From an optimization exercise on the open Yosys and OpenROAD flow, aimed at small area, a short achievable clock period and few clock cycles; shortcuts taken in it are not production practice. At most, simulation tests tie the RTL to the original design; equivalence was not proved. For runs 3 to 5, only the layout was checked, not whether the RTL still works. Power is estimated from default activity; no workload was simulated.

### flow/design.v
module lsxgt_value_encoder (
    input  wire        clk,
    input  wire        rst,         
    input  wire [2:0]  dt,          
    input  wire        in_valid,
    output wire        in_ready,
    input  wire [7:0]  in_data,     
    input  wire        in_end,      
    output wire        out_valid,
    input  wire        out_ready,
    output wire [7:0]  out_data,    
    output wire        out_end,     
    output wire [1:0]  out_err,     
    output wire [15:0] out_pos      
);
    reg         rdy;        
    reg         r_valid;
    reg  [3:0]  r_d;        
    reg         r_digit;    
    reg         r_comma;
    reg         r_end;
    reg  [2:0]  r_dt;
    reg  [71:0] ps;         
    reg         fresh;      
    reg         bad;        
    reg         ovf;        
    reg  [2:0]  pdt;        
    reg  [15:0] pos;        
    reg         drain;      
    reg         hold;       
    reg         hend;       
    reg         stall;      
    reg         obusy, oH0, oH1, oV, oE;
    reg         olast;      
    reg         onov;       
    reg         oend;       
    reg  [1:0]  oerr;
    reg         oerrv;      
    reg  [7:0]  ob;         
    reg  [7:0]  nb;         
    reg  [7:1]  oc;         
    reg  [7:1]  own;        
    function [3:0] carry10;
        input [8:0] x;
        begin
            carry10[3] = (x >= 9'd205);
            carry10[2] = (x >= 9'd103) && (x < 9'd205);
            carry10[1] = ((x >= 9'd52) && (x < 9'd103)) || ((x >= 9'd154) && (x < 9'd205)) ||
                         (x >= 9'd256);
            carry10[0] = ((x >= 9'd26) && (x < 9'd52)) || ((x >= 9'd77) && (x < 9'd103)) ||
                         ((x >= 9'd128) && (x < 9'd154)) || ((x >= 9'd180) && (x < 9'd205)) ||
                         ((x >= 9'd231) && (x < 9'd256));
        end
    endfunction
    wire [7:0] own0 = {own, 1'b0};           
    reg [71:0] n_ps;
    integer j;
    always @(*) begin : step
        reg [8:0]  v, vp;
        reg [3:0]  b;
        reg [7:0]  m;
        for (j = 0; j < 8; j = j + 1) begin
            v  = ps[9*j +: 9];
            vp = (j == 0) ? 9'd0 : ps[9*(j-1) +: 9];
            b  = (j == 0) ? r_d : (own0[j-1] ? 4'd0 : carry10(vp));
            m  = {v[4:0], 3'd0} + {v[6:0], 1'd0};       
            if (fresh)
                n_ps[9*j +: 9] = (j == 0) ? {5'd0, r_d} : 9'd0;
            else
                n_ps[9*j +: 9] = {1'b0, m} + {5'd0, b};
        end
    end
    wire ovf_set = !fresh && !own[7] && (ps[71:63] >= 9'd26);
    reg [8:0] pcy;
    reg [7:0] ge;
    always @(*) begin : resolve
        reg [8:0] v;
        reg       any;
        pcy[0] = 1'b0;
        for (j = 0; j < 8; j = j + 1) begin
            v = ps[9*j +: 9];
            pcy[j+1] = v[8] | ((&v[7:0]) & pcy[j]);
        end
        any = 1'b0;
        ge[0] = 1'b1;
        for (j = 7; j >= 1; j = j - 1) begin
            any = any | (ps[9*j +: 9] != 9'd0);
            ge[j] = any | pcy[j];
        end
    end
    reg [7:1] bown;
    reg       novalue;
    always @(*) begin
        novalue = 1'b0;
        case (pdt)
            3'd0: bown = 7'b0000000;
            3'd1: begin
                bown = ge[7] ? 7'b1111111 : ge[5] ? 7'b0011111 : ge[3] ? 7'b0000111 : 7'b0000001;
                novalue = !ge[1];
                if (!ge[1]) bown = 7'b0000000;
            end
            3'd2: bown = ge[6] ? 7'b1111111 : ge[4] ? 7'b0011111 : ge[2] ? 7'b0000111 : 7'b0000001;
            3'd3: bown = ge[4] ? 7'b1111111 : 7'b0000111;
            default: bown = 7'b1111111;
        endcase
    end
    wire [7:1] rd = own & ~own0[6:0];
    reg  [7:0] rsel;
    reg        rcy;
    always @(*) begin
        rsel = 8'd0;
        rcy  = 1'b0;
        for (j = 1; j < 8; j = j + 1) begin
            rsel = rsel | ({8{rd[j]}} & ps[9*j +: 8]);
            rcy  = rcy | (rd[j] & oc[j]);
        end
    end
    wire [7:0] rbyte = rsel + {7'd0, rcy};
    wire blocked  = hold || stall || oerrv;
    wire r_free   = !(r_valid && blocked);
    wire beat_in  = r_valid && !blocked;       
    wire in_end_r = r_end;
    wire is_digit = r_digit;
    wire term     = r_end || r_comma;
    wire digit_in = beat_in && !term;
    wire act      = beat_in && term && !drain;
    wire p_unknown = (pdt >= 3'd5);
    wire p_err     = p_unknown || bad || ovf || pcy[8];
    wire [1:0] p_code = p_unknown ? 2'd2 : 2'd1;
    wire ofinal   = oE || (olast && !oend);
    wire deliver  = obusy && out_ready;
    wire can_load = !obusy || (out_ready && ofinal);
    wire step_v   = deliver && (oH1 || oV) && !olast;    
    wire [7:1] rel = {7{step_v}} & rd;
    wire now_item = act && (!fresh || in_end_r);
    wire attach   = !hold && now_item && fresh && !can_load && !oE && !oend;
    wire go_hold  = !hold && now_item && !can_load && !attach;
    wire load     = can_load && (hold || now_item);
    wire iend     = hold ? hend : in_end_r;
    wire blk      = !fresh && !p_err;
    wire errk     = !fresh && p_err;
    wire fin      = (act && !go_hold && !hold) || (hold && can_load);
    wire [7:1] own_n = own & ~rel;
    wire       fresh_n = fin || (fresh && !digit_in) || (beat_in && drain && in_end_r);
    wire       errv_n = can_load ? (load && errk) : oerrv;
    wire       r_valid_n = r_free ? in_valid : r_valid;
    reg        stall_n;
    always @(*) begin
        stall_n = 1'b0;
        for (j = 1; j < 8; j = j + 1)
            if (own_n[j] && !(j > 1 && own_n[j-1]) && !own0[j-1] &&
                (ps[9*(j-1) +: 9] >= 9'd2))
                stall_n = 1'b1;
        if (fresh || fresh_n)
            stall_n = 1'b0;
    end
    always @(posedge clk) begin
        if (r_free) begin
            r_d     <= in_data[3:0];
            r_digit <= (in_data >= 8'h30) && (in_data <= 8'h39);
            r_comma <= (in_data == 8'h2C);
            r_end   <= in_end;
            r_dt    <= dt;
        end
        if (rst) begin
            rdy     <= 1'b1;
            r_valid <= 1'b0;
        end else begin
            rdy     <= !(r_valid_n && (go_hold || (hold && !can_load) || errv_n || stall_n));
            r_valid <= r_valid_n;
        end
        if (rst) begin
            fresh <= 1'b1;
            bad   <= 1'b0;
            ovf   <= 1'b0;
            pos   <= 16'd0;
            drain <= 1'b0;
            hold  <= 1'b0;
            stall <= 1'b0;
        end else begin
            stall <= stall_n;
            if (digit_in) begin
                fresh <= 1'b0;
                if (!is_digit) bad <= 1'b1;
                if (ovf_set) ovf <= 1'b1;
            end
            if (fin) begin
                fresh <= 1'b1;
                bad   <= 1'b0;
                ovf   <= 1'b0;
                if (load && errk)
                    drain <= !iend;
                else
                    pos <= iend ? 16'd0 : pos + 16'd1;
            end
            if (beat_in && drain && in_end_r) begin
                drain <= 1'b0;
                fresh <= 1'b1;
                bad   <= 1'b0;
                ovf   <= 1'b0;
                pos   <= 16'd0;
            end
            if (deliver && oerrv)
                pos <= 16'd0;
            if (go_hold)
                hold <= 1'b1;
            else if (can_load)
                hold <= 1'b0;
        end
        if (go_hold)
            hend <= in_end_r;
        if (digit_in) begin
            ps[8:0] <= n_ps[8:0];
            pdt     <= r_dt;
        end
        for (j = 1; j < 8; j = j + 1)
            if (rel[j])
                ps[9*j +: 9] <= 9'd0;
            else if (digit_in && !own[j])
                ps[9*j +: 9] <= n_ps[9*j +: 9];
        if (rst) begin
            obusy <= 1'b0;
            oH0 <= 1'b0; oH1 <= 1'b0; oV <= 1'b0; oE <= 1'b0;
            oerr <= 2'd0;
            oerrv <= 1'b0;
            own  <= 7'd0;
        end else if (can_load) begin
            obusy <= load;
            oH0   <= load && blk;
            oH1   <= 1'b0;
            oV    <= 1'b0;
            oE    <= load && !blk;
            oerr  <= (load && errk) ? p_code : 2'd0;
            oerrv <= load && errk;
            oend  <= iend;
            olast <= 1'b0;
            onov  <= novalue;
            own   <= (load && blk) ? bown : 7'd0;
            oc    <= pcy[7:1];
            ob    <= (pdt == 3'd0) ? 8'h01 : 8'h20;
            nb    <= ps[7:0];
        end else begin
            if (attach)
                oend <= 1'b1;
            own <= own_n;
            if (deliver) begin
                if (oH0) begin
                    oH0   <= 1'b0;
                    oH1   <= 1'b1;
                    ob    <= 8'h00;
                    olast <= onov;
                end
                if (oH1 || oV) begin
                    oH1 <= 1'b0;
                    if (olast) begin
                        oV  <= 1'b0;
                        oE  <= 1'b1;
                    end else begin
                        oV    <= 1'b1;
                        ob    <= nb;
                        nb    <= rbyte;
                        olast <= (own == 7'd0);
                    end
                end
            end
        end
    end
    assign in_ready  = rdy;
    assign out_valid = obusy;
    assign out_end   = oE;
    assign out_data  = ob;
    assign out_err   = oerr;
    assign out_pos   = oerrv ? pos : 16'd0;
endmodule
### flow/config.mk
export PLATFORM = sky130hd
export DESIGN_NAME = lsxgt_value_encoder
export DESIGN_NICKNAME = lsxgt_value_encoder
export VERILOG_FILES = /design/flow/design.v
export SDC_FILE = /design/flow/constraint.sdc
export NUM_CORES = 4
export LEC_CHECK = 0
export CAP_MARGIN = 20
export CORE_MARGIN = 2
export CORE_UTILIZATION = 40
export CTS_BUF_LIST = sky130_fd_sc_hd__clkbuf_8
export SETUP_SLACK_MARGIN = 2.5
export SLEW_MARGIN = 20
### flow/run.sh
#!/bin/bash
# synth_recipe.tcl (not shown) runs the flow's synth.tcl, then flattens the netlist and writes it again
# the make line also repeats each setting of config.mk as NAME=value (left out here)
make -C /OpenROAD-flow-scripts/flow DESIGN_CONFIG=/design/flow/config.mk WORK_HOME=/design/flow/orfs CLKGATE_MAP_FILE= SYNTH_SCRIPT=/design/flow/synth_recipe.tcl finish
### flow/constraint.sdc
create_clock -name core_clock -period 5.0 [get_ports {clk}]
set_input_delay 1.0000 -clock core_clock [delete_from_list [all_inputs] [get_ports {clk}]]
set_output_delay 1.0000 -clock core_clock [all_outputs]
set_load 0.01 [all_outputs]
==> results of run 1 <==
==> per-layer routing <==
layer,vias up,part of all wire [%],global-route usage (%)
met5,-,0,0
met4,0,2.3,8.28
met3,59,5.6,3.80
met2,317,47,34.9
met1,4891,45,29.6
li1,4922,-,-
==> state kept, by name (all words and copies together) (netlist names), 2 cells and up <==
register  flops
oerr          2
pdt           3
nb            8
oc            7
ob            8
pos          16
own           7
r_d           4
ps           72
r_dt          3
==> synthesized netlist by cell type (18+ instances only) <==
cell type / n / share of area, %
clkbuf_1: 69 / 2.4
nor2_1: 158 / 5.6
ha_1: 59 / 6.9
nand2_1: 78 / 2.8
xor2_1: 33 / 2.7
dfxtp_1: 102 / 19
a21oi_1: 123 / 5.8
nor3b_1: 25 / 1.8
nor3_1: 49 / 2.3
nand4_1: 21 / 1.2
o211ai_1: 18 / 1.3
nor2b_1: 19 / 1.1
a22oi_1: 46 / 3.2
and2_1: 29 / 1.7
nand3_1: 40 / 1.9
inv_1: 20 / 0.71
o21ai_0: 43 / 2.0
a21o_1: 34 / 2.4
edfxtp_1: 49 / 14
xnor2_1: 46 / 3.8
==> per-stage QoR <==
step | cells | util [%] | hold WS, ns | total power (W)
after CTS | 1652 | 47.6 | 0.430 | 0.00271
after global routing | 1728 | 51.4 | 0.465 | 0.00286
after floorplan | 1278 | - | 0.400 | 0.00159
after global placement | 1574 | 43.1 | 0.406 | 0.00168
final | 1728 | 51.4 | 0.431 | 0.00275
after detailed placement | 1574 | 43.1 | 0.407 | 0.00169
==> layout by cell type (no fill, tap or decap), drive strengths merged, types with 6 or more instances in the layout <==
cell type / synthesis / layout
nand2: 78 / 78
nor3: 49 / 49
nand3: 40 / 40
o21ai: 43 / 43
a21o: 34 / 35
a21oi: 123 / 123
nand4: 21 / 21
o21a: 9 / 9
clkbuf: 70 / 20
o31ai: 8 / 8
nor2: 158 / 158
a22oi: 46 / 46
dfxtp: 102 / 102
or3: 10 / 11
or2: 11 / 11
nor3b: 25 / 25
o211ai: 18 / 18
xnor2: 46 / 46
ha: 59 / 59
clkdlybuf4s50: 0 / 27
nand3b: 10 / 10
nand4b: 8 / 8
a211oi: 6 / 6
a21boi: 9 / 9
inv: 20 / 30
nor2b: 19 / 19
edfxtp: 49 / 49
xor2: 33 / 33
fa: 16 / 16
or4: 6 / 6
and2: 30 / 30
buf: 19 / 124
a222oi: 11 / 11
dlygate4sd2: 0 / 16
a31oi: 11 / 11
and3: 11 / 11
nor4: 12 / 12
==> worst min path at each step <==
stage          slack, ns  cells after the start      to     from
2_1_floorplan       0.40                      0  pdt[0]  r_dt[0]
3_3_place_gp        0.41                      0   ps[0]   r_d[0]
3_5_place_dp        0.41                      0   ps[0]   r_d[0]
4_1_cts             0.43                      0   ps[0]   r_d[0]
5_1_grt             0.46                      0   ps[0]   r_d[0]
6_report            0.43                      0   ps[0]   r_d[0]
==> power by group <==
group | internal [W] | leakage [nW] | total [W] | switching, W
sequential | 0.00129 | 1.35 | 0.00134 | 0.0000484
clock | 0.000426 | 0.209 | 0.00102 | 0.000589
combinational | 0.000173 | 3.97 | 0.000393 | 0.000220
==> cell families after synthesis <==
logic type | count (synthesis) | share of synthesized area (%)
fa+ha+maj | 75 | 9.96
flops | 151 | 33.1
simple gates | 502 | 23.9
xor+xnor | 79 | 6.51
compound gates | 354 | 21.7
mux | 8 | 0.789
buf+inv | 109 | 4.05
==> layout make-up <==
type                       instances  area share (%)
multi-input combinational       1020            55.2
clock inverter                    15            1.34
timing repair buffer             170            10.6
tap                              335            3.13
clock buffer                      17            1.75
sequential                       151            27.5
inverter                          20           0.561
==> worst max-delay path, delay by kind of cell, from the launching register on <==
family | cells | cell delay (ns)
and+or+nand+nor | 4 | 0.28
adders and majority gates | 2 | 0.54
DFF | 1 | 0.37
buffers and inverters | 3 | 0.41
xor gates and xnor gates | 1 | 0.13
AOI/OAI and AO/OA | 5 | 0.70
==> what timing repair did <==
action | 4_1_cts | 5_1_grt
resized for setup | 154 | 109
buffers inserted | 45 | 74
pin swaps | 24 | 73
setup endpoints to repair | 120 | 82
cloned | 1 | 1
==> results.toml, run 1 <==
[worst_setup_path]
timing.rr.end = "ps[59]"
cp_cell_sequence = "buf_4 -> o211ai_1 -> nand2_1 -> nand2_1 -> o32a_1 -> a21oi_2 -> ha_2 -> fa_2 -> a21oi_2 -> nor2b_2 -> buf_4 -> buf_4 -> xor2_1 -> a22oi_1 -> nor2_1"
rr_worst_depth = 15
crit_slowest_cell = "dfxtp_4"
worstPathRequired_ns = 5.36
cp-end-kind = "flip-flop"
crit_fanout = 6
regToRegSetupSlack_ns = 2.43
arrival_ns = 2.93
cpPeakStageDelay_ns = 0.37
cpMostUsedCell = "buf_4"
critPathLaunch = "ps[46]"
crit_end = "ps[59]"
cp-start-kind = "flip-flop"
critPathKind = "reg -> reg"
r2r_start = "ps[46]"

[clocking]
htreeDepth = 4
numCtsBuffers = 17
hold_buffers = 0
clock-sinks = 151
clockRootBuffer = "clkbuf_8"
path_clk_slew_ns = 0.10
clk_latency_ns = 0.49
cts_tree = "done"
cts_max_path_buffers = 2

[route]
wl_per_cell_um = 18.1
drt-pass1-iter-count = 7
via_per_inst = 5.90
wirelength_um = 31300
antenna_left = 0
vias = 10189
drtIter0Drc = 978
drc = 0

[cells_and_area]
area_growth_pct = 26.0
nets = 1471
drive_above_1_share_pct = 25.6
stdcell_area_um2 = 13400
n_fill_cell = 2387
final-seq-area_um2 = 3680
multiInputGateArea_um2 = 7390
diodes = 0

[floorplan]
die_h_um = 167
start_util_pct = 40.8
die_w_um = 167
pin_count = 45
die_area_um2 = 27900
num_rows = 59
fp.coreArea_um2 = 26100

[global_routing]
grt_pass1_wl_um = 49800
antenna_found_initial = 0
grt_overflow = 0
first_global_vias = 9433
grt_util_all_layers_pct = 21.9
grt_max_degree = 30

[timing]
rsz0062_at_grt = "true"
tns_ns = 0
period_needed_ns = 2.57
tightest_slew_ns = 0.714
hold_violations = 0
slew_violations = 0
slew_headroom_pct = 51.0
period_share_pct = 51.3
finalWorstSetupSlack_ns = 2.43
max_freq_ghz = 0.390
setup_viol = 0
worst_clock_skew_ns = 0.0219

[power]
leakage_nw = 5.53
ir_worst_vdd_v = 0.000151
p_per_area_nw_per_um2 = 205

[synthesis]
ys.flop_type = "dfxtp_1"
ys_ff_latch = 151
ys_async_sr_fraction_pct = 0
yosys_warnings = 2
syn_area_um2 = 10600
syn_avg_cell_area_um2 = 8.31
syn-num-nets = 1369
synth_edf_count = 49
syn_inst = 1278
seq_area_frac_synth_pct = 33.1
ys_types = 65

[placed_design]
place_ws_ns = 0.901
hpwl_um = 20600
numPortBuffers = 44
place_area_um2 = 11200
gp_congestion = 0.862

[hold_path]
hp-class = "reg -> reg"

[status]
outcome = "complete, no violations"

[run]
drv_cap = 0
Testbench counts, summed over its fixed seeds: cycles 28,140.
==> run 2, diff against run 1 <==
--- a/flow/config.mk
+++ b/flow/config.mk
@@ -11,3 +11,3 @@
 export CTS_BUF_LIST = sky130_fd_sc_hd__clkbuf_8
-export SETUP_SLACK_MARGIN = 2.5
+export SETUP_SLACK_MARGIN = 2.3
 export SLEW_MARGIN = 20
==> results.toml, run 2 <==
[clocking]
htreeDepth = 4
hold_buffers = 0
clockRootBuffer = "clkbuf_8"
clk_latency_ns = 0.47
cts_max_path_buffers = 2
path_clk_slew_ns = 0.11
numCtsBuffers = 17
clock-sinks = 151
cts_tree = "done"

[worst_setup_path]
crit_slowest_cell = "clkdlybuf4s50_1"
crit_fanout = 11
cp_num_buf_inv = 2
path_delay_family = "buffers and inverters"
rr_worst_depth = 9
timing.rr.end = "nb[4]"
worstPathRequired_ns = 4.00
critPathLaunch = "oerrv"
r2r_start = "own[4]"
critPathKind = "reg -> out"
cpPeakStageDelay_ns = 0.52
cp-start-kind = "flip-flop"
arrival_ns = 1.64
cp_cell_sequence = "buf_8 -> and2_1 -> clkdlybuf4s50_1"
cp-end-kind = "primary output"
regToRegSetupSlack_ns = 2.36

[floorplan]
pin_count = 45
num_rows = 59
fp.coreArea_um2 = 26100
die_h_um = 167
die_area_um2 = 27900
start_util_pct = 40.8
die_w_um = 167

[synthesis]
synthTopCellsByCount = "nor2_1 (158), a21oi_1 (123), dfxtp_1 (102)"
yosys-top-cells-area = "dfxtp_1 (19%), edfxtp_1 (14%), ha_1 (6.9%)"
synth_top_area_cell = "dfxtp_1"
syn_area_um2 = 10600
syn_inst = 1278
syn_avg_cell_area_um2 = 8.31
synth.most_common_cell = "nor2_1"
yosys_warnings = 2
synth_top_area_share_pct = 19.2
ys_types = 65
ys_async_sr_fraction_pct = 0
synth_edf_count = 49
ys.flop_type = "dfxtp_1"
syn-num-nets = 1369
ys_ff_latch = 151
seq_area_frac_synth_pct = 33.1

[placed_design]
hpwl_um = 21000
place_area_um2 = 11200
gp_congestion = 0.914
post-place-cells = 1574
numPortBuffers = 44

[power]
p_comb_share_pct = 13.1
leakage_nw = 5.13
power.share.sequential_pct = 50.8
ir_worst_vdd_v = 0.000144
pwr-share-clk_pct = 36.1
p_int_w = 0.00187
p_sw_share_pct = 29.9
switching_power_w = 0.000798
p_per_area_nw_per_um2 = 213

[hold_path]
min_from = "r_d[0]"
min_path_cells = 0
min_to = "ps[0]"
hp-class = "reg -> reg"

[route]
drtIter0Drc = 960
antenna_left = 0
drt-pass1-iter-count = 6
wl_per_cell_um = 18.0
via_per_inst = 5.90
wirelength_um = 30000
vias = 9834
drc = 0

[timing]
period_needed_ns = 2.64
period_share_pct = 52.9
worst_clock_skew_ns = 0.0214
rsz0062_at_grt = "true"
max_freq_ghz = 0.378
hold_violations = 0
slew_headroom_pct = 48.6
setup_viol = 0
tightest_slew_ns = 0.768
slew_violations = 0
tns_ns = 0

[global_routing]
grt_pass1_wl_um = 47800
grt_util_all_layers_pct = 20.9
grt_overflow = 0
grt_max_degree = 38
first_global_vias = 9098
antenna_found_initial = 0

[cells_and_area]
n_fill_cell = 2519
nets = 1410
multiInputGateArea_um2 = 7010
diodes = 0
fin_cells = 1667
final_cell_mix = "nor2_1 (151), a21oi_1 (108), nand2_1 (78)"
final_common_cell = "nor2_1"
largestRegisters = "ps x72, pos x16"
largest_register_ffs = 72
drive_above_1_share_pct = 17.0
area_growth_pct = 17.6
top_register = "ps"
stdcell_area_um2 = 12500
final-seq-area_um2 = 3610

[status]
outcome = "complete, no violations"

[run]
drv_cap = 0
-- run 2: cell counts after synthesis --
No cell type changed its count.
-- run 2: cells by family after synthesis --
group	synth area share, %
compound gates	21.7
xor+xnor	6.51
fa+ha+maj	9.96
buf+inv	4.05
flops	33.1
mux	0.789
simple gates	23.9
-- run 2: power by group through the flow --
| stage | Clock (W) | Sequential, W | Combinational, W |
|---|---|---|---|
| finish | 0.000963 | 0.00135 | 0.000349 |
| global route | 0.00104 | 0.00136 | 0.000384 |
| CTS | 0.000992 | 0.00136 | 0.000319 |
| detailed placement | 0 | 0.00139 | 0.000294 |
| global placement | 0 | 0.00139 | 0.000291 |
| floorplan | 0 | 0.00136 | 0.000223 |
-- run 2: area by class of cell --
cell class,instances,share of cell area (%)
clock inverter,15,1.28
inverter,20,0.601
multi-input combinational,1019,56.1
timing repair buffer,110,7.88
clock buffer,17,1.87
tap,335,3.35
sequential,151,28.9
-- run 2: repair_timing --
action / CTS / global route
endpoints found under the hold margin: 0 / 0
gates resized for setup: 62 / 85
cloned: 1 / 0
pin swaps: 4 / 17
buffers inserted: 21 / 39
setup endpoints to repair: 78 / 87
-- run 2: metal layers --
metal / track usage (%) / part of all wire [%] / wire length (um)
met5: 0 / 0 / 0
met4: 5.73 / 1.4 / 431
met3: 3.37 / 5.9 / 1760
met2: 33.5 / 47 / 14100
met1: 29.3 / 46 / 13800
-- run 2: how the worst max path moves through the flow --
| stage | to | slack (ns) | cells after the start |
|---|---|---|---|
| floorplan | pos[10] | 2.06 | 9 |
| global placement | pos[15] | 1.00 | 9 |
| detailed placement | pos[14] | 0.87 | 9 |
| CTS | pos[15] | 2.25 | 10 |
| global route | ps[43] | 2.27 | 12 |
| finish | out_pos[4] | 2.36 | 3 |
-- run 2: per-stage QoR --
stage	hold slack, ns	util [%]	power, W	setup WS, ns
finish	0.433	48.0	0.00267	2.36
global route	0.456	48.0	0.00279	2.27
CTS	0.433	45.7	0.00267	2.25
detailed placement	0.405	43.0	0.00169	0.868
global placement	0.408	43.0	0.00168	1.00
floorplan	0.400	-	0.00159	2.06
==> run 3, diff against run 2 <==
--- a/flow/design.v
+++ b/flow/design.v
@@ -28,2 +28,4 @@
     reg  [15:0] pos;        
+    reg         pinc;       
+    reg         pclr;       
     reg         drain;      
@@ -176,2 +178,4 @@
             pos   <= 16'd0;
+            pinc  <= 1'b0;
+            pclr  <= 1'b0;
             drain <= 1'b0;
@@ -192,4 +196,11 @@
                     drain <= !iend;
-                else
-                    pos <= iend ? 16'd0 : pos + 16'd1;
+            end
+            if (beat_in && !drain && (pinc || pclr)) begin
+                pos  <= pclr ? 16'd0 : pos + 16'd1;
+                pinc <= 1'b0;
+                pclr <= 1'b0;
+            end
+            if (act) begin
+                pinc <= !in_end_r;
+                pclr <= in_end_r;
             end
@@ -200,6 +211,5 @@
                 ovf   <= 1'b0;
-                pos   <= 16'd0;
-            end
-            if (deliver && oerrv)
-                pos <= 16'd0;
+                pinc  <= 1'b0;
+                pclr  <= 1'b1;
+            end
             if (go_hold)
==> results.toml, run 3 <==
[status]
outcome = "complete, no violations"

[timing]
tns_ns = 0
slew_headroom_pct = 44.1
tightest_slew_ns = 0.835
setup_viol = 0
worst_clock_skew_ns = 0.0188
max_freq_ghz = 0.356
hold_violations = 0
slew_violations = 0
rsz0062_at_grt = "true"
period_share_pct = 56.1
period_needed_ns = 2.81

[synthesis]
synth_top_area_cell = "dfxtp_1"
ys_ff_latch = 153
syn-num-nets = 1350
syn_area_um2 = 10600
ys_async_sr_fraction_pct = 0
ys_types = 76
yosys_warnings = 2
seq_area_frac_synth_pct = 33.5
synthTopCellsByCount = "nor2_1 (154), a21oi_1 (123), nand2_1 (114)"
yosys-top-cells-area = "dfxtp_1 (20%), edfxtp_1 (14%), ha_1 (7.0%)"
synth.most_common_cell = "nor2_1"
syn_inst = 1259
synth_edf_count = 49
syn_avg_cell_area_um2 = 8.42
synth_top_area_share_pct = 19.6
ys.flop_type = "dfxtp_1"

[route]
drt-pass1-iter-count = 7
drc = 0
vias = 9669
drtIter0Drc = 884
antenna_left = 0
wirelength_um = 30300
wl_per_cell_um = 18.0
via_per_inst = 5.76

[worst_setup_path]
critPathLaunch = "ps[2]"
cp-end-kind = "flip-flop"
cp_num_buf_inv = 1
timing.rr.end = "ps[16]"
cp_cell_sequence = "buf_6 -> o211ai_1 -> nand2_1 -> a311o_1 -> ha_2 -> fa_2 -> a21o_1 -> nand2_2 -> nor2_2 -> nand2_1 -> xnor2_1 -> or3_1 -> a21oi_1"
crit_slowest_cell = "edfxtp_1"
cpPeakStageDelay_ns = 0.48
worstPathRequired_ns = 5.41
cp-start-kind = "flip-flop"
crit_fanout = 4
critPathKind = "reg -> reg"
r2r_start = "ps[2]"
regToRegSetupSlack_ns = 2.19
cpMostUsedCell = "nand2_1"
path_delay_family = "compound AO/OA/AOI/OAI gates"
arrival_ns = 3.21
rr_worst_depth = 13

[power]
ir_worst_vdd_v = 0.000156
leakage_nw = 5.33
p_per_area_nw_per_um2 = 203

[clocking]
path_clk_slew_ns = 0.10
clockRootBuffer = "clkbuf_8"
clk_latency_ns = 0.48
htreeDepth = 4
numCtsBuffers = 17
clock-sinks = 153
cts_max_path_buffers = 2
cts_tree = "done"
hold_buffers = 0

[global_routing]
first_global_vias = 9236
grt_overflow = 0
grt_pass1_wl_um = 48100
grt_util_all_layers_pct = 21.2
grt_max_degree = 37
antenna_found_initial = 1

[cells_and_area]
n_fill_cell = 2486
top_register = "ps"
multiInputGateArea_um2 = 7090
drive_above_1_share_pct = 21.9
final_cell_mix = "nor2_1 (142), a21oi_1 (109), nand2_1 (106)"
final-seq-area_um2 = 3690
largest_register_ffs = 72
nets = 1421
area_growth_pct = 21.4
utilization_pct = 49.4
final_common_cell = "nor2_1"
largestRegisters = "ps x72, pos x16"

[floorplan]
pin_count = 45
die_area_um2 = 27800
die_h_um = 167
fp.coreArea_um2 = 26100
die_w_um = 167
start_util_pct = 40.7
num_rows = 59

[hold_path]
min_from = "r_dt[0]"
hp-class = "reg -> reg"
min_path_cells = 0
min_to = "pdt[0]"

[placed_design]
hpwl_um = 20800
gp_congestion = 1.00
numPortBuffers = 44

[run]
drv_cap = 0
run 3: kinds of logic (layout without fill, tap and decap cells):
kind of cell / count (synthesis) / after routing / share of synthesized area [%]
fa+ha+maj: 75 / 75 / 9.98
simple gates: 509 / 509 / 24.5
flops: 153 / 153 / 33.5
xor+xnor: 87 / 87 / 7.19
other cells: 0 / 1 / 0
mux: 5 / 5 / 0.484
compound gates: 324 / 324 / 19.9
buf+inv: 106 / 190 / 4.41
run 3: routing by layer:
layer / up-vias / GRT usage [%] / share of wire, %
li1: 4708 / - / -
met1: 4578 / 28.8 / 46
met2: 310 / 34.2 / 46
met3: 73 / 3.75 / 5.5
met4: 0 / 6.82 / 2.4
met5: - / 0 / 0
run 3: worst register-to-register path, stage by stage, from the launching register on:
cell and delay, ns:
edfxtp_1 0.48, buf_6 0.16, o211ai_1 0.22, nand2_1 0.09, a311o_1 0.33, ha_2 0.20, fa_2 0.39, a21o_1 0.17
nand2_2 0.08, nor2_2 0.04, nand2_1 0.09, xnor2_1 0.06, or3_1 0.31, a21oi_1 0.12
run 3: repair_timing:
action | in CTS | in global routing
pin swaps | 22 | 44
setup buffers | 52 | 29
resized for setup | 102 | 104
setup endpoints to repair | 62 | 68
run 3: how the worst max path moves through the flow:
stage / end / slack (ns) / depth (start not counted)
floorplan: ps[16] / 2.27 / 13
global placement: rdy / 1.68 / 6
detailed placement: rdy / 1.64 / 6
CTS: ps[43] / 2.16 / 14
global route: ps[43] / 2.02 / 15
finish: ps[16] / 2.19 / 13
run 3: layout make-up:
class | instances | area share, %
antenna | 1 | 0.0194
clock buffer | 17 | 1.82
clock inverter | 15 | 1.27
inverter | 28 | 0.816
multi-input combinational | 1000 | 55.0
sequential | 153 | 28.7
tap | 335 | 3.26
timing repair buffer | 130 | 9.10
run 3: report_power, final:
group / switching (W) / internal [W]
combinational: 0.000160 / 0.000132
clock: 0.000555 / 0.000413
sequential: 0.0000472 / 0.00130
total: 0.000762 / 0.00185
run 3: per-stage QoR:
step	area [um2]	setup WS (ns)	std cells	power, W	hold slack, ns
floorplan	10600	2.27	1259	0.00157	0.400
global placement	11200	1.68	1565	0.00164	0.401
detailed placement	11200	1.64	1565	0.00164	0.405
CTS	12200	2.16	1649	0.00262	0.427
global route	12900	2.02	1678	0.00272	0.434
finish	12900	2.19	1679	0.00261	0.426
==> run 4, diff against run 3 <==
==> flow/flow/run.sh (new file) <==
#!/bin/bash
# The standard layout (standard.sh), with one change: the port buffers
# that global placement inserts are sky130_fd_sc_hd__buf_2 instead of the cell
# buffer_ports picks by default (the delay cell clkdlybuf4s50_1).
set -euo pipefail
bash standard.sh "BUFFER_PORTS_ARGS=-buffer_cell sky130_fd_sc_hd__buf_2" finish > standard_flow.log 2>&1
==> flow/standard.sh (new file) <==
#!/bin/bash
# synth_recipe.tcl (not shown) runs the flow's synth.tcl, then flattens the netlist and writes it again
# the make line also repeats each setting of config.mk as NAME=value (left out here)
make -C /OpenROAD-flow-scripts/flow DESIGN_CONFIG=/design/flow/config.mk WORK_HOME=/design/flow/orfs CLKGATE_MAP_FILE= SYNTH_SCRIPT=/design/flow/synth_recipe.tcl "${@:-finish}"
removed: flow/run.sh
==> results.toml, run 4 <==
[status]
outcome = "complete, no violations"

[cells_and_area]
largestRegisters = "ps x72, pos x16"
area_growth_pct = 15.8
final_common_cell = "nor2_1"
final_cell_mix = "nor2_1 (142), a21oi_1 (109), nand2_1 (109)"
top_register = "ps"
drive_above_1_share_pct = 22.7
largest_register_ffs = 72
nets = 1395

[timing]
slew_headroom_pct = 39.1
worst_clock_skew_ns = 0.0170
tns_ns = 0
finalWorstSetupSlack_ns = 2.18
slew_violations = 0
max_freq_ghz = 0.354
period_share_pct = 56.5
setup_viol = 0
tightest_slew_ns = 0.910
hold_violations = 0
period_needed_ns = 2.82
rsz0062_at_grt = "true"

[worst_setup_path]
cpMostUsedCell = "nor2_1"
crit_slowest_cell = "or4_1"
crit_fanout = 7
cp-end-kind = "flip-flop"
rr_worst_depth = 13
cpPeakStageDelay_ns = 0.48
r2r_start = "ps[56]"
path_delay_family = "simple AND/OR/NAND/NOR gates"
arrival_ns = 3.23
critPathKind = "reg -> reg"
timing.rr.end = "ps[70]"
regToRegSetupSlack_ns = 2.18
cp_cell_sequence = "or2_4 -> a31oi_4 -> o32ai_1 -> nor2_1 -> nor2_1 -> ha_2 -> fa_2 -> a21o_1 -> nand2_1 -> nor2_1 -> and3_1 -> or4_1 -> a21oi_2"
worstPathRequired_ns = 5.40
cp-start-kind = "flip-flop"
cp_num_buf_inv = 0

[placed_design]
numPortBuffers = 44
hpwl_um = 20900
gp_congestion = 0.950
place_ws_ns = 1.84

[synthesis]
syn_avg_cell_area_um2 = 8.42
ys.flop_type = "dfxtp_1"
syn_area_um2 = 10600
synth_top_area_share_pct = 19.6
ys_ff_latch = 153
syn-num-nets = 1350
syn_inst = 1259
yosys-top-cells-area = "dfxtp_1 (20%), edfxtp_1 (14%), ha_1 (7.0%)"
synthTopCellsByCount = "nor2_1 (154), a21oi_1 (123), nand2_1 (114)"
yosys_warnings = 2
ys_async_sr_fraction_pct = 0
synth_top_area_cell = "dfxtp_1"
ys_types = 76
synth.most_common_cell = "nor2_1"
seq_area_frac_synth_pct = 33.5
synth_edf_count = 49

[global_routing]
grt_util_all_layers_pct = 20.5
grt_overflow = 0
antenna_found_initial = 1
first_global_vias = 8792
grt_max_degree = 55
grt_pass1_wl_um = 46500

[route]
wirelength_um = 29100
antenna_left = 0
drc = 0
wl_per_cell_um = 17.6
drt-pass1-iter-count = 7
via_per_inst = 5.73
vias = 9475
drtIter0Drc = 709

[clocking]
cts_tree = "done"
clock-sinks = 153
clockRootBuffer = "clkbuf_8"
numCtsBuffers = 17
clk_latency_ns = 0.47
cts_max_path_buffers = 2
hold_buffers = 0
path_clk_slew_ns = 0.10
htreeDepth = 4

[power]
p_per_area_nw_per_um2 = 207
p_int_w = 0.00178
p_comb_share_pct = 10.8
switching_power_w = 0.000763
leakage_nw = 5.06
power.share.sequential_pct = 52.9
pwr-share-clk_pct = 36.3
p_sw_share_pct = 30.0
ir_worst_vdd_v = 0.000151

[floorplan]
start_util_pct = 40.7
num_rows = 59
die_w_um = 167
fp.coreArea_um2 = 26100
pin_count = 45
die_area_um2 = 27800
die_h_um = 167

[hold_path]
min_to = "pdt[1]"
min_path_cells = 0
min_from = "r_dt[1]"
hp-class = "reg -> reg"

[run]
drv_cap = 0
==> run 4: cell counts after synthesis <==
Identical to the previous run, type by type.
==> run 4: metrics by stage <==
step / utilization, % / power, W / std cells / cell area (um2) / hold slack, ns
2_1_floorplan: - / 0.00157 / 1259 / 10600 / 0.400
4_1_cts: 45.1 / 0.00255 / 1625 / 11700 / 0.429
3_5_place_dp: 42.1 / 0.00163 / 1565 / 11000 / 0.405
3_3_place_gp: 42.1 / 0.00163 / 1565 / 11000 / 0.404
6_report: 47.1 / 0.00254 / 1653 / 12300 / 0.428
5_1_grt: 47.1 / 0.00265 / 1652 / 12300 / 0.436
==> run 4: final cells by class <==
type	count	area, um2
Inverter	28	105
Multi-Input combinational cell	1000	7010
Clock buffer	17	234
Antenna cell	1	2.50
Fill cell	2513	13800
Clock inverter	15	136
Tap cell	335	419
Sequential cell	153	3690
Timing Repair Buffer	104	674
==> run 4: metal layers <==
metal	global-route usage, %	vias up	part of all wire (%)
met3	3.28	41	4.7
met1	28.8	4563	47
met5	0	-	0
met4	5.47	0	1.8
li1	-	4646	-
met2	32.9	225	46
==> run 4: power by group through the flow <==
stage | Sequential (W) | Combinational [W] | Clock, W
floorplan | 0.00137 | 0.000198 | 0
global placement | 0.00139 | 0.000238 | 0
detailed placement | 0.00139 | 0.000241 | 0
CTS | 0.00135 | 0.000256 | 0.000941
global route | 0.00135 | 0.000306 | 0.000995
finish | 0.00135 | 0.000275 | 0.000922
==> run 4: cell families after synthesis <==
| kind of cell | share of synthesized area (%) |
|---|---|
| and+or+nand+nor | 24.5 |
| AOI/OAI and AO/OA | 19.9 |
| DFF | 33.5 |
| buffers and inverters | 4.41 |
| xor gates and xnor gates | 7.19 |
| adders and majority gates | 9.98 |
| muxes | 0.484 |
==> run 4: how the worst max path moves through the flow <==
| stage | from | end | slack [ns] | depth (start not counted) |
|---|---|---|---|---|
| after global placement | ps[45] | ps[61] | 1.90 | 14 |
| final | ps[56] | ps[70] | 2.18 | 13 |
| after global routing | ps[56] | ps[70] | 2.01 | 13 |
| after floorplan | ps[3] | ps[16] | 2.27 | 13 |
| after detailed placement | ps[45] | ps[61] | 1.84 | 14 |
| after CTS | ps[47] | ps[61] | 2.15 | 14 |
==> run 4: repair_timing <==
item                       in CTS  in global routing
gates resized for setup        79                 90
pin swaps                       7                 24
setup endpoints to repair      41                 48
buffers inserted               28                 27
==> run 5, diff against run 4 <==
--- a/flow/config.mk
+++ b/flow/config.mk
@@ -11,3 +11,3 @@
 export CTS_BUF_LIST = sky130_fd_sc_hd__clkbuf_8
-export SETUP_SLACK_MARGIN = 2.3
+export SETUP_SLACK_MARGIN = 2.6
 export SLEW_MARGIN = 20
==> results.toml, run 5 <==
[synthesis]
synthTopCellsByCount = "nor2_1 (154), a21oi_1 (123), nand2_1 (114)"
synth_top_family_by_area = "simple AND/OR/NAND/NOR gates"
syn_area_um2 = 10600
yosys-top-cells-area = "dfxtp_1 (20%), edfxtp_1 (14%), ha_1 (7.0%)"
synth_mux_area_share_pct = 0.484
synth_adder_area_share_pct = 9.98
synth_top_area_cell = "dfxtp_1"
synth_edf_count = 49
syn-num-nets = 1350
yosys_warnings = 2
syn_avg_cell_area_um2 = 8.42
synth-simple-area-share_pct = 24.5
syn_inst = 1259
ys_types = 76
seq_area_frac_synth_pct = 33.5
ys_async_sr_fraction_pct = 0
synth_top_area_share_pct = 19.6
ys.flop_type = "dfxtp_1"
synth-compound-area-share_pct = 19.9
ys_ff_latch = 153
synth.most_common_cell = "nor2_1"
synthXorXnorAreaFrac_pct = 7.19

[cells_and_area]
area_growth_pct = 26.8
drive_above_1_share_pct = 32.9
nets = 1469
largest_register_ffs = 72
final_cell_mix = "nor2_1 (126), buf_4 (115), nand2_1 (107)"
multiInputGateArea_um2 = 7460
n_fill_cell = 2434
top_register = "ps"
utilization_pct = 51.6
largestRegisters = "ps x72, pos x16"
final_common_cell = "nor2_1"
final-seq-area_um2 = 3750

[floorplan]
pin_count = 45
die_w_um = 167
die_h_um = 167
num_rows = 59
start_util_pct = 40.7
die_area_um2 = 27800
fp.coreArea_um2 = 26100

[timing]
whs_ns = 0.434
tightest_slew_ns = 0.811
slew_violations = 0
rsz0062_at_grt = "true"
tns_ns = 0
period_share_pct = 55.9
period_needed_ns = 2.80
max_freq_ghz = 0.358
hold_violations = 0
slew_headroom_pct = 46.0
worst_clock_skew_ns = 0.0257
setup_viol = 0

[route]
antenna_left = 0
wirelength_um = 31400
vias = 10002
drtIter0Drc = 855
via_per_inst = 5.79
drt-pass1-iter-count = 6
wl_per_cell_um = 18.2
drc = 0

[clocking]
htreeDepth = 4
clockRootBuffer = "clkbuf_8"
path_clk_slew_ns = 0.12
numCtsBuffers = 17
hold_buffers = 0
cts_tree = "done"
cts_max_path_buffers = 2
clk_latency_ns = 0.48
clock-sinks = 153

[global_routing]
first_global_vias = 9298
grt_overflow = 0
grt_util_all_layers_pct = 21.9
grt_max_degree = 64
grt_pass1_wl_um = 49500
antenna_found_initial = 1

[placed_design]
gp_congestion = 0.946
hpwl_um = 21100
numPortBuffers = 44

[power]
ir_worst_vdd_v = 0.000139
pwr-share-clk_pct = 37.7
p_total_w = 0.00267
p_per_area_nw_per_um2 = 198
p_comb_share_pct = 12.2
power.share.sequential_pct = 50.1
p_sw_share_pct = 31.6
p_int_w = 0.00182
switching_power_w = 0.000843
leakage_nw = 5.57

[worst_setup_path]
r2r_start = "ps[2]"
cp-start-kind = "flip-flop"
cp_cell_sequence = "a311oi_2 -> nor2_1 -> nor3_2 -> a311o_1 -> ha_2 -> fa_2 -> a21o_1 -> nand2_1 -> nor2_1 -> nand2_1 -> xnor2_1 -> or3_1 -> a21oi_1"
critPathKind = "reg -> reg"
worstPathRequired_ns = 5.42
crit_slowest_cell = "edfxtp_1"
cp_num_buf_inv = 0
cp-end-kind = "flip-flop"
arrival_ns = 3.21
cpPeakStageDelay_ns = 0.50
crit_fanout = 5
path_delay_family = "simple AND/OR/NAND/NOR gates"
critPathLaunch = "ps[2]"

[run]
drv_cap = 0

[hold_path]
min_from = "r_dt[2]"
hp-class = "reg -> reg"

[status]
outcome = "complete, no violations"
==> run 5: cell counts after synthesis <==
Identical to the previous run, type by type.
==> run 5: area by class of cell <==
cell class	instances	area share, %
diodes	1	0.0186
clock buffers	17	1.74
clock inverters	15	1.39
inverters	28	0.782
multi-input cells	1000	55.5
flip-flops and latches	153	27.9
well taps	335	3.12
repair buffers	178	9.56
==> run 5: logic make-up after synthesis <==
logic type | after synthesis
AND/OR/NAND/NOR | 509
AO/OA/AOI/OAI | 324
XOR/XNOR | 87
multiplexers | 5
adder cells (fa/ha/maj) | 75
buffers and inverters | 106
flip-flops | 153
==> run 5: per-layer routing <==
| layer | global-route usage (%) | wire [um] |
|---|---|---|
| met5 | 0 | 0 |
| met4 | 7.46 | 729 |
| met1 | 29.5 | 14100 |
| met2 | 35.0 | 14600 |
| met3 | 4.61 | 1960 |
==> run 5: final timing paths <==
kind | end | slack, ns | depth (start not counted)
setup / recovery | ps[16] | 2.20 | 13
hold / removal | pdt[2] | 0.43 | 0
setup reg to reg | ps[16] | 2.20 | 13
hold reg to reg | pdt[2] | 0.43 | 0
==> run 5: power groups by stage <==
stage / clock [W] / combinational (W) / sequential [W]
6_report: 0.00101 / 0.000326 / 0.00134
5_1_grt: 0.00108 / 0.000355 / 0.00134
4_1_cts: 0.00102 / 0.000297 / 0.00134
2_1_floorplan: 0 / 0.000203 / 0.00137
3_3_place_gp: 0 / 0.000244 / 0.00139
3_5_place_dp: 0 / 0.000249 / 0.00139
==> run 5: timing repair <==
action | 4_1_cts | 5_1_grt
pin swaps | 65 | 93
endpoints found under the setup margin | 108 | 88
setup buffers | 78 | 52
resized for setup | 162 | 95
==> run 5: per-stage QoR <==
stage               instances  setup slack [ns]  area [um2]
global route             1726              2.07       13400
detailed placement       1564              1.99       11100
floorplan                1259              2.30       10800
finish                   1727              2.20       13400
global placement         1564              2.05       11100
CTS                      1674              2.26       12600
==> run 6, diff against run 5 <==
--- a/flow/design.v
+++ b/flow/design.v
@@ -56,20 +56,4 @@
     endfunction
+    integer j;
     wire [7:0] own0 = {own, 1'b0};           
-    reg [71:0] n_ps;
-    integer j;
-    always @(*) begin : step
-        reg [8:0]  v, vp;
-        reg [3:0]  b;
-        reg [7:0]  m;
-        for (j = 0; j < 8; j = j + 1) begin
-            v  = ps[9*j +: 9];
-            vp = (j == 0) ? 9'd0 : ps[9*(j-1) +: 9];
-            b  = (j == 0) ? r_d : (own0[j-1] ? 4'd0 : carry10(vp));
-            m  = {v[4:0], 3'd0} + {v[6:0], 1'd0};       
-            if (fresh)
-                n_ps[9*j +: 9] = (j == 0) ? {5'd0, r_d} : 9'd0;
-            else
-                n_ps[9*j +: 9] = {1'b0, m} + {5'd0, b};
-        end
-    end
     wire ovf_set = !fresh && !own[7] && (ps[71:63] >= 9'd26);
@@ -136,2 +120,3 @@
     wire [7:1] rel = {7{step_v}} & rd;
+    wire [7:0] rel0 = {rel, 1'b0};
     wire now_item = act && (!fresh || in_end_r);
@@ -152,3 +137,3 @@
         for (j = 1; j < 8; j = j + 1)
-            if (own_n[j] && !(j > 1 && own_n[j-1]) && !own0[j-1] &&
+            if (own_n[j] && !own0[j-1] &&
                 (ps[9*(j-1) +: 9] >= 9'd2))
@@ -157,2 +142,20 @@
             stall_n = 1'b0;
+    end
+    reg [71:0] d_ps;
+    always @(*) begin : step
+        reg [8:0]  v, vp, n;
+        reg [3:0]  b;
+        reg [7:0]  m;
+        reg        take, keep;
+        for (j = 0; j < 8; j = j + 1) begin
+            v  = ps[9*j +: 9];
+            vp = (j == 0) ? 9'd0 : ps[9*(j-1) +: 9];
+            b  = (j == 0) ? r_d : (own0[j-1] ? 4'd0 : carry10(vp));
+            m  = {v[4:0], 3'd0} + {v[6:0], 1'd0};       
+            n  = {1'b0, m} + {5'd0, b};
+            take = digit_in && !own0[j];
+            keep = !take && !rel0[j];
+            d_ps[9*j +: 9] = ({9{take && !fresh}} & n) | ({9{keep}} & v) |
+                             ((j == 0 && take && fresh) ? {5'd0, r_d} : 9'd0);
+        end
     end
@@ -221,11 +224,5 @@
             hend <= in_end_r;
-        if (digit_in) begin
-            ps[8:0] <= n_ps[8:0];
-            pdt     <= r_dt;
-        end
-        for (j = 1; j < 8; j = j + 1)
-            if (rel[j])
-                ps[9*j +: 9] <= 9'd0;
-            else if (digit_in && !own[j])
-                ps[9*j +: 9] <= n_ps[9*j +: 9];
+        if (digit_in)
+            pdt <= r_dt;
+        ps <= d_ps;
         if (rst) begin
--- a/flow/config.mk
+++ b/flow/config.mk
@@ -11,3 +11,3 @@
 export CTS_BUF_LIST = sky130_fd_sc_hd__clkbuf_8
-export SETUP_SLACK_MARGIN = 2.6
+export SETUP_SLACK_MARGIN = 2.3
 export SLEW_MARGIN = 20
==> results.toml, run 6 <==
[route]
via_per_inst = 5.81
drc = 0
drtIter0Drc = 681
drt-pass1-iter-count = 5
vias = 8912
wl_per_cell_um = 17.2
wirelength_um = 26400
antenna_left = 0

[clocking]
clk_latency_ns = 0.46
hold_buffers = 0
numCtsBuffers = 17
cts_tree = "done"
cts_max_path_buffers = 2
htreeDepth = 4
path_clk_slew_ns = 0.10
clock-sinks = 153
clockRootBuffer = "clkbuf_8"

[worst_setup_path]
cp-start-kind = "flip-flop"
arrival_ns = 3.07
cpPeakStageDelay_ns = 0.36
crit_fanout = 2
r2r_start = "ps[9]"
path_delay_family = "simple AND/OR/NAND/NOR gates"
critPathKind = "reg -> reg"
crit_slowest_cell = "dfxtp_4"
worstPathRequired_ns = 5.35
cp_num_buf_inv = 0
cp_cell_sequence = "and3_4 -> o31a_1 -> and2_4 -> or3b_4 -> a21oi_2 -> ha_2 -> fa_2 -> a21oi_2 -> nor2b_1 -> nand3_1 -> xnor2_1 -> a22o_1"
timing.rr.end = "ps[25]"
cp-end-kind = "flip-flop"
regToRegSetupSlack_ns = 2.29
rr_worst_depth = 12
cpMostUsedCell = "a21oi_2"

[cells_and_area]
largest_register_ffs = 72
nets = 1282
diodes = 0
n_fill_cell = 2480
top_register = "ps"
largestRegisters = "ps x72, pos x16"
area_growth_pct = 14.0
drive_above_1_share_pct = 19.7
stdcell_area_um2 = 11500
final_common_cell = "nor2_1"
final_cell_mix = "nor2_1 (111), nand2_1 (102), a21oi_1 (78)"

[synthesis]
syn_area_um2 = 10100
ys_types = 72
synth.most_common_cell = "nor2_1"
synthTopCellsByCount = "nor2_1 (119), dfxtp_1 (113), nand2_1 (106)"
seq_area_frac_synth_pct = 34.3
synth_top_area_share_pct = 22.4
synth_top_area_cell = "dfxtp_1"
ys_async_sr_fraction_pct = 0
synth_edf_count = 40
yosys_warnings = 1
syn_inst = 1159
syn-num-nets = 1250
yosys-top-cells-area = "dfxtp_1 (22%), edfxtp_1 (12%), ha_1 (7.3%)"
ys.flop_type = "dfxtp_1"
ys_ff_latch = 153
syn_avg_cell_area_um2 = 8.70

[placed_design]
place_area_um2 = 10500
hpwl_um = 18900
place_ws_ns = 1.86
numPortBuffers = 44
gp_congestion = 0.889

[run]
drv_cap = 0

[hold_path]
min_path_cells = 2
min_from = "r_d[0]"
min_to = "ps[0]"
hp-class = "reg -> reg"

[floorplan]
start_util_pct = 40.4
fp.coreArea_um2 = 25000
pin_count = 45
die_w_um = 163
die_h_um = 163
num_rows = 58
die_area_um2 = 26500

[power]
leakage_nw = 5.03
p_int_w = 0.00179
power.share.sequential_pct = 53.1
p_comb_share_pct = 10.9
ir_worst_vdd_v = 0.000174
pwr-share-clk_pct = 36.0
switching_power_w = 0.000767
p_sw_share_pct = 30.0
p_per_area_nw_per_um2 = 222

[timing]
rsz0062_at_grt = "true"
slew_violations = 0
tightest_slew_ns = 0.877
slew_headroom_pct = 41.3
worst_clock_skew_ns = 0.0227
period_needed_ns = 2.71
period_share_pct = 54.2
finalWorstSetupSlack_ns = 2.29
hold_violations = 0
max_freq_ghz = 0.369
setup_viol = 0
tns_ns = 0

[global_routing]
grt_overflow = 0
grt_max_degree = 23
antenna_found_initial = 0
first_global_vias = 8193
grt_pass1_wl_um = 42900
grt_util_all_layers_pct = 20.0

[status]
outcome = "complete, no violations"
[run 6: changes by cell type after synthesis, sizes merged, moves of 11 or more]
cell / previous run / this run
nor2: 154 / 123
clkbuf: 64 / 45
a22oi: 37 / 26
a21oi: 123 / 87
a22o: 2 / 50
nor3b: 28 / 17
nor3: 48 / 21
[run 6: power groups by stage]
stage | Sequential (W) | Clock (W) | Combinational, W
final | 0.00136 | 0.000921 | 0.000278
after CTS | 0.00136 | 0.000938 | 0.000262
after global routing | 0.00136 | 0.000984 | 0.000317
after detailed placement | 0.00139 | 0 | 0.000256
after floorplan | 0.00137 | 0 | 0.000198
after global placement | 0.00139 | 0 | 0.000254
[run 6: layout make-up]
cell class	instances	area [um2]	share of cell area, %
repair buffers	77	479	4.17
clock buffers	17	234	2.04
multi-input cells	921	6590	57.3
clock inverters	15	130	1.13
inverters	21	78.8	0.686
flip-flops and latches	153	3570	31.0
well taps	330	413	3.59
[run 6: timing repair]
item / 4_1_cts / 5_1_grt
resized for setup: 71 / 80
buffers inserted: 12 / 17
pin swaps: 5 / 35
endpoints found under the setup margin: 71 / 55
[run 6: logic make-up (layout without fill, tap and decap cells)]
| logic type | count (synthesis) | after routing | synth area share (%) |
|---|---|---|---|
| multiplexers | 5 | 5 | 0.509 |
| adder cells (fa/ha/maj) | 75 | 75 | 10.5 |
| buffers and inverters | 85 | 130 | 3.44 |
| flip-flops | 153 | 153 | 34.3 |
| AO/OA/AOI/OAI | 345 | 345 | 23.8 |
| XOR/XNOR | 88 | 88 | 7.64 |
| AND/OR/NAND/NOR | 408 | 408 | 19.8 |
[run 6: routing by layer]
layer,vias up,track usage (%),routed length [um]
met5,-,0,0
met1,4277,28.4,12400
li1,4358,-,-
met3,34,3.31,1300
met4,0,5.35,450
met2,243,31.4,12200
[run 6: worst max-delay path by stage]
stage,start,endpoint,slack (ns),cells past startpoint
floorplan,ps[10],ps[25],2.32,12
CTS,ps[9],ps[25],2.29,12
global route,ps[9],ps[25],2.18,12
finish,ps[9],ps[25],2.29,12
global placement,oerrv,ovf,1.94,8
detailed placement,olast,ps[41],1.86,5
[run 6: worst register-to-register path, delay by kind of cell (launching register included)]
family          cells  cell delay, ns
simple gates        5            0.98
compound gates      4            0.68
fa+ha+maj           2            0.42
flops               1            0.36
xor+xnor            1            0.15
[run 6: through the flow]
stage / total power (W) / instances / utilization (%) / hold slack (ns)
after global routing: 0.00266 / 1534 / 46.0 / 0.455
final: 0.00255 / 1534 / 46.0 / 0.447
after CTS: 0.00256 / 1517 / 44.5 / 0.448
after detailed placement: 0.00165 / 1473 / 42.0 / 0.423
after global placement: 0.00164 / 1473 / 42.0 / 0.419
after floorplan: 0.00157 / 1159 / - / 0.400
Testbench counts of run 6, summed over its fixed seeds: cycles 28,140.
==> run 7, diff against run 6 <==
--- a/flow/config.mk
+++ b/flow/config.mk
@@ -9,3 +9,3 @@
 export CORE_MARGIN = 2
-export CORE_UTILIZATION = 40
+export CORE_UTILIZATION = 50
 export CTS_BUF_LIST = sky130_fd_sc_hd__clkbuf_8
==> results.toml, run 7 <==
[worst_setup_path]
worstPathRequired_ns = 5.22
rr_worst_depth = 9
regToRegSetupSlack_ns = 2.30
timing.rr.end = "nb[6]"
critPathKind = "reg -> reg"
arrival_ns = 2.92
cp-end-kind = "flip-flop"
r2r_start = "own[5]"
cp-start-kind = "flip-flop"
crit_fanout = 11

[global_routing]
grt_max_degree = 27
antenna_found_initial = 0
first_global_vias = 8262
grt_overflow = 0
grt_util_all_layers_pct = 24.2
grt_pass1_wl_um = 42500

[synthesis]
synth.most_common_cell = "nor2_1"
ys.flop_type = "dfxtp_1"
synth_edf_count = 40
ys_ff_latch = 153
synth_top_area_cell = "dfxtp_1"
syn_area_um2 = 10100
syn_inst = 1159
syn-num-nets = 1250
syn_avg_cell_area_um2 = 8.70
ys_types = 72
ys_async_sr_fraction_pct = 0
synthTopCellsByCount = "nor2_1 (119), dfxtp_1 (113), nand2_1 (106)"
seq_area_frac_synth_pct = 34.3
yosys-top-cells-area = "dfxtp_1 (22%), edfxtp_1 (12%), ha_1 (7.3%)"
yosys_warnings = 1
synth_top_area_share_pct = 22.4

[cells_and_area]
final_cell_mix = "nor2_1 (114), nand2_1 (102), a21oi_1 (77)"
nets = 1283
area_growth_pct = 13.5
n_fill_cell = 1850
largest_register_ffs = 72
utilization_pct = 58.2
drive_above_1_share_pct = 19.2
final-seq-area_um2 = 3570
largestRegisters = "ps x72, pos x16"
diodes = 0
top_register = "ps"
multiInputGateArea_um2 = 6550
final_common_cell = "nor2_1"

[floorplan]
pin_count = 45
die_area_um2 = 21300
die_w_um = 146
fp.coreArea_um2 = 19700
die_h_um = 146
start_util_pct = 51.3
num_rows = 51

[timing]
tightest_slew_ns = 0.963
rsz0062_at_grt = "true"
slew_violations = 0
tns_ns = 0
finalWorstSetupSlack_ns = 2.30
period_needed_ns = 2.70
worst_clock_skew_ns = 0.0142
slew_headroom_pct = 35.8
hold_violations = 0
setup_viol = 0
period_share_pct = 54.0
max_freq_ghz = 0.370

[hold_path]
hp-class = "reg -> reg"
min_from = "oV"
min_path_cells = 2
min_to = "oV"

[route]
drc = 0
drt-pass1-iter-count = 7
antenna_left = 0
vias = 8882
wirelength_um = 26100
wl_per_cell_um = 17.7
drtIter0Drc = 742
via_per_inst = 6.04

[clocking]
cts_max_path_buffers = 2
cts_tree = "done"
clock-sinks = 153
hold_buffers = 0
numCtsBuffers = 17
path_clk_slew_ns = 0.10
htreeDepth = 4
clk_latency_ns = 0.47
clockRootBuffer = "clkbuf_8"

[placed_design]
numPortBuffers = 44
place_ws_ns = 1.92
gp_congestion = 0.856
hpwl_um = 18700

[power]
ir_worst_vdd_v = 0.000159
p_per_area_nw_per_um2 = 230
p_total_w = 0.00264
leakage_nw = 5.06

[run]
drv_cap = 0

[status]
outcome = "complete, no violations"
run 7: changes by cell type in the layout (fill, tap and decap cells not counted), sizes merged:
cell,change
clkinv,+2
buf,+1
bufinv,+1
inv,-2
clkinvlp,-1
run 7: how the worst max path moves through the flow:
stage | start | end | slack (ns) | cells after the start
floorplan | ps[10] | ps[25] | 2.32 | 12
global placement | oerrv | ovf | 2.00 | 8
detailed placement | oerrv | ps[44] | 1.92 | 8
CTS | ps[10] | ps[23] | 2.30 | 14
global route | own[5] | nb[7] | 2.18 | 8
finish | own[5] | nb[6] | 2.30 | 9
run 7: logic make-up (layout without fill, tap and decap cells):
logic type               after synthesis  in the layout  share of synthesized area, %
flip-flops                           153            153                          34.3
AO/OA/AOI/OAI                        345            345                          23.8
buffers and inverters                 85            131                          3.44
XOR/XNOR                              88             88                          7.64
AND/OR/NAND/NOR                      408            408                          19.8
adder cells (fa/ha/maj)               75             75                          10.5
multiplexers                           5              5                         0.509
run 7: per-stage QoR:
stage	cell area [um2]	cells	hold WS, ns
floorplan	10100	1159	0.400
global placement	10400	1408	0.456
detailed placement	10400	1408	0.454
CTS	11100	1452	0.483
global route	11400	1470	0.488
finish	11400	1470	0.481
run 7: cell type report:
cell class | instances | share of cell area, %
multi-input cells | 921 | 57.2
flip-flops and latches | 153 | 31.2
well taps | 265 | 2.90
clock inverters | 15 | 1.69
repair buffers | 78 | 4.25
clock buffers | 17 | 2.04
inverters | 21 | 0.689
run 7: where the power goes:
| group | switching (W) | internal [W] |
|---|---|---|
| clock | 0.000585 | 0.000431 |
| combinational | 0.000153 | 0.000115 |
| sequential | 0.0000477 | 0.00130 |
| total | 0.000786 | 0.00185 |
run 7: repair_timing:
action | in CTS | in global routing
setup endpoints to repair | 67 | 68
gates resized for setup | 64 | 78
setup buffers | 12 | 18
pin swaps | 5 | 28
run 7: worst max-delay path, cell delays in order, from the launching register on:
cell	delay (ns)
dfxtp_1	0.66
nor2b_2	0.20
a222oi_1	0.53
nand3_1	0.16
ha_1	0.24
ha_1	0.21
nand2_1	0.08
nor2b_1	0.07
xnor2_1	0.18
o21ai_0	0.12
run 7: layer usage:
metal  track usage (%)  wire length, um  vias to the layer above
li1                  -                -                     4346
met1              34.8            12300                     4236
met2              37.0            11800                      263
met3              4.50             1520                       37
met4              7.38              404                        0
met5                 0                0                        -
==> run 8, diff against run 7 <==
--- a/flow/config.mk
+++ b/flow/config.mk
@@ -9,5 +9,5 @@
 export CORE_MARGIN = 2
-export CORE_UTILIZATION = 50
+export CORE_UTILIZATION = 40
 export CTS_BUF_LIST = sky130_fd_sc_hd__clkbuf_8
-export SETUP_SLACK_MARGIN = 2.3
+export SETUP_SLACK_MARGIN = 2.5
 export SLEW_MARGIN = 20
==> results.toml, run 8 <==
[timing]
finalWorstSetupSlack_ns = 2.36
slew_headroom_pct = 46.8
slew_violations = 0
tns_ns = 0
setup_viol = 0
hold_violations = 0
tightest_slew_ns = 0.793
period_share_pct = 52.7
rsz0062_at_grt = "true"
period_needed_ns = 2.64
max_freq_ghz = 0.379
worst_clock_skew_ns = 0.0193

[clocking]
clk_latency_ns = 0.46
path_clk_slew_ns = 0.10
hold_buffers = 0
htreeDepth = 4
clockRootBuffer = "clkbuf_8"
cts_max_path_buffers = 2
numCtsBuffers = 17
cts_tree = "done"
clock-sinks = 153

[placed_design]
numPortBuffers = 44
gp_congestion = 0.878
place_ws_ns = 1.95
post-place-cells = 1473
hpwl_um = 18800

[cells_and_area]
final_cell_mix = "nor2_1 (108), nand2_1 (98), a21oi_1 (74)"
largest_register_ffs = 72
area_growth_pct = 20.7
drive_above_1_share_pct = 25.7
final_common_cell = "nor2_1"
multiInputGateArea_um2 = 6760
largestRegisters = "ps x72, pos x16"
n_fill_cell = 2415
nets = 1333
diodes = 0
fin_cells = 1585
top_register = "ps"
final-seq-area_um2 = 3610

[synthesis]
yosys-top-cells-area = "dfxtp_1 (22%), edfxtp_1 (12%), ha_1 (7.3%)"
synth.most_common_cell = "nor2_1"
synth_top_area_share_pct = 22.4
ys_ff_latch = 153
syn-num-nets = 1250
synth_top_area_cell = "dfxtp_1"
seq_area_frac_synth_pct = 34.3
ys.flop_type = "dfxtp_1"
syn_inst = 1159
yosys_warnings = 1
syn_area_um2 = 10100
synth_edf_count = 40
syn_avg_cell_area_um2 = 8.70
ys_async_sr_fraction_pct = 0
synthTopCellsByCount = "nor2_1 (119), dfxtp_1 (113), nand2_1 (106)"
ys_types = 72

[power]
p_sw_share_pct = 28.4
power.share.sequential_pct = 51.1
p_total_w = 0.00263
p_int_w = 0.00188
switching_power_w = 0.000747
pwr-share-clk_pct = 37.4
p_per_area_nw_per_um2 = 216
p_comb_share_pct = 11.5
ir_worst_vdd_v = 0.000127
leakage_nw = 5.36

[worst_setup_path]
cp-end-kind = "flip-flop"
crit_fanout = 2
cp_cell_sequence = "and3_4 -> o31a_1 -> and2_4 -> or3b_4 -> a21oi_2 -> ha_2 -> fa_2 -> a21oi_2 -> nor2b_2 -> nand3_1 -> xnor2_1 -> a22o_1"
worstPathRequired_ns = 5.36
critPathKind = "reg -> reg"
cpMostUsedCell = "a21oi_2"
arrival_ns = 3.00
cpPeakStageDelay_ns = 0.38
cp-start-kind = "flip-flop"
crit_slowest_cell = "dfxtp_4"

[route]
via_per_inst = 5.76
antenna_left = 0
wirelength_um = 27200
drtIter0Drc = 816
vias = 9133
wl_per_cell_um = 17.1
drt-pass1-iter-count = 8
drc = 0

[global_routing]
grt_max_degree = 27
grt_pass1_wl_um = 42600
grt_util_all_layers_pct = 19.9
antenna_found_initial = 0
grt_overflow = 0
first_global_vias = 8298

[status]
outcome = "complete, no violations"

[floorplan]
die_area_um2 = 26500
pin_count = 45
start_util_pct = 40.4
die_w_um = 163
fp.coreArea_um2 = 25000
die_h_um = 163
num_rows = 58

[run]
drv_cap = 0

[hold_path]
hp-class = "reg -> reg"
-- run 8: cell counts after synthesis --
Identical to the previous run, type by type.
-- run 8: stage by stage --
step	hold slack [ns]	utilization, %	instance area, um2
2_1_floorplan	0.400	-	10200
3_3_place_gp	0.429	42.2	10500
3_5_place_dp	0.447	42.2	10500
4_1_cts	0.471	46.4	11600
5_1_grt	0.465	48.8	12200
6_report	0.462	48.8	12200
-- run 8: critical path, delay by kind of cell (launching register included) --
kind / cells / cell delay, ns
xor gates and xnor gates: 1 / 0.14
DFF: 1 / 0.38
AOI/OAI and AO/OA: 4 / 0.64
adders and majority gates: 2 / 0.45
and+or+nand+nor: 5 / 0.93
-- run 8: power by group through the flow --
stage                     clock network, W  registers [W]  logic [W]
final                             0.000982        0.00134   0.000303
after global routing               0.00104        0.00135   0.000336
after CTS                         0.000994        0.00135   0.000291
after detailed placement                 0        0.00139   0.000257
after global placement                   0        0.00139   0.000252
after floorplan                          0        0.00137   0.000199
-- run 8: path summary, 6_finish.rpt --
kind            from  endpoint  slack, ns  cells after the start
min reg2reg  r_dt[1]    pdt[1]       0.46                      0
max reg2reg   ps[10]    ps[25]       2.36                     12
max           ps[10]    ps[25]       2.36                     12
min          r_dt[1]    pdt[1]       0.46                      0
-- run 8: final cells by class --
| class | instances | share of cell area, % |
|---|---|---|
| clock buffer | 17 | 1.92 |
| sequential | 153 | 29.7 |
| multi-input combinational | 921 | 55.5 |
| inverter | 21 | 0.647 |
| timing repair buffer | 128 | 7.47 |
| tap | 330 | 3.39 |
| clock inverter | 15 | 1.34 |
-- run 8: per-layer routing --
layer	GRT usage, %	wire [um]
met3	3.59	1510
met5	0	0
met2	31.3	12600
met4	6.88	611
met1	27.5	12500
-- run 8: cells by family (layout without fill, tap and decap cells) --
kind of cell	after synthesis	after routing	share of synthesized area, %
muxes	5	5	0.509
and+or+nand+nor	408	408	19.8
buffers and inverters	85	181	3.44
AOI/OAI and AO/OA	345	345	23.8
adders and majority gates	75	75	10.5
DFF	153	153	34.3
xor gates and xnor gates	88	88	7.64
-- run 8: timing repair --
action | CTS | global route
pin swaps | 30 | 54
endpoints found under the setup margin | 93 | 77
resized for setup | 118 | 84
cloned | 0 | 0
setup buffers | 44 | 36

-- what the ideal ports hide --
No port has a modelled driver above. Below, the same layouts with a new extraction and two added sets of constraints.
Step 1 sets driving cells, clkbuf_16 on the clock port and buf_2 on the other inputs (assumed; they add their load-dependent delay and slew).
Step 2 times the ports against the registers' clock, not the clock port: input delays grow and output delays shrink by t, the midpoint of the rising clock arrivals with the driver on.
a / b / c = ideal / step 1 / step 2; a / b = the first two.
run | t, ns | slack for setup (ns) | worst hold slack (ns) | cell pins on the clock port's net
run 1 | 0.524 | 2.434 / 2.434 / 1.976 | 0.431 / 0.431 / 0.431 | 1
run 2 | 0.503 | 2.355 / 2.310 / 1.925 | 0.433 / 0.433 / 0.433 | 1
run 3 | 0.510 | 2.195 / 2.195 / 1.876 | 0.426 / 0.426 / 0.426 | 1
run 4 | 0.508 | 2.175 / 2.175 / 2.001 | 0.428 / 0.428 / 0.428 | 1
run 5 | 0.518 | 2.204 / 2.204 / 2.181 | 0.434 / 0.434 / 0.434 | 1
run 6 | 0.496 | 2.288 / 2.288 / 2.004 | 0.447 / 0.447 / 0.447 | 1
run 7 | 0.506 | 2.300 / 2.300 / 2.122 | 0.481 / 0.481 / 0.481 | 1
run 8 | 0.497 | 2.365 / 2.365 / 2.063 | 0.462 / 0.462 / 0.462 | 1
After both steps every run listed still meets setup and hold. The setup slack of run 1, which loses most, moves by 0.000 ns with the drivers and by -0.458 ns with both steps.
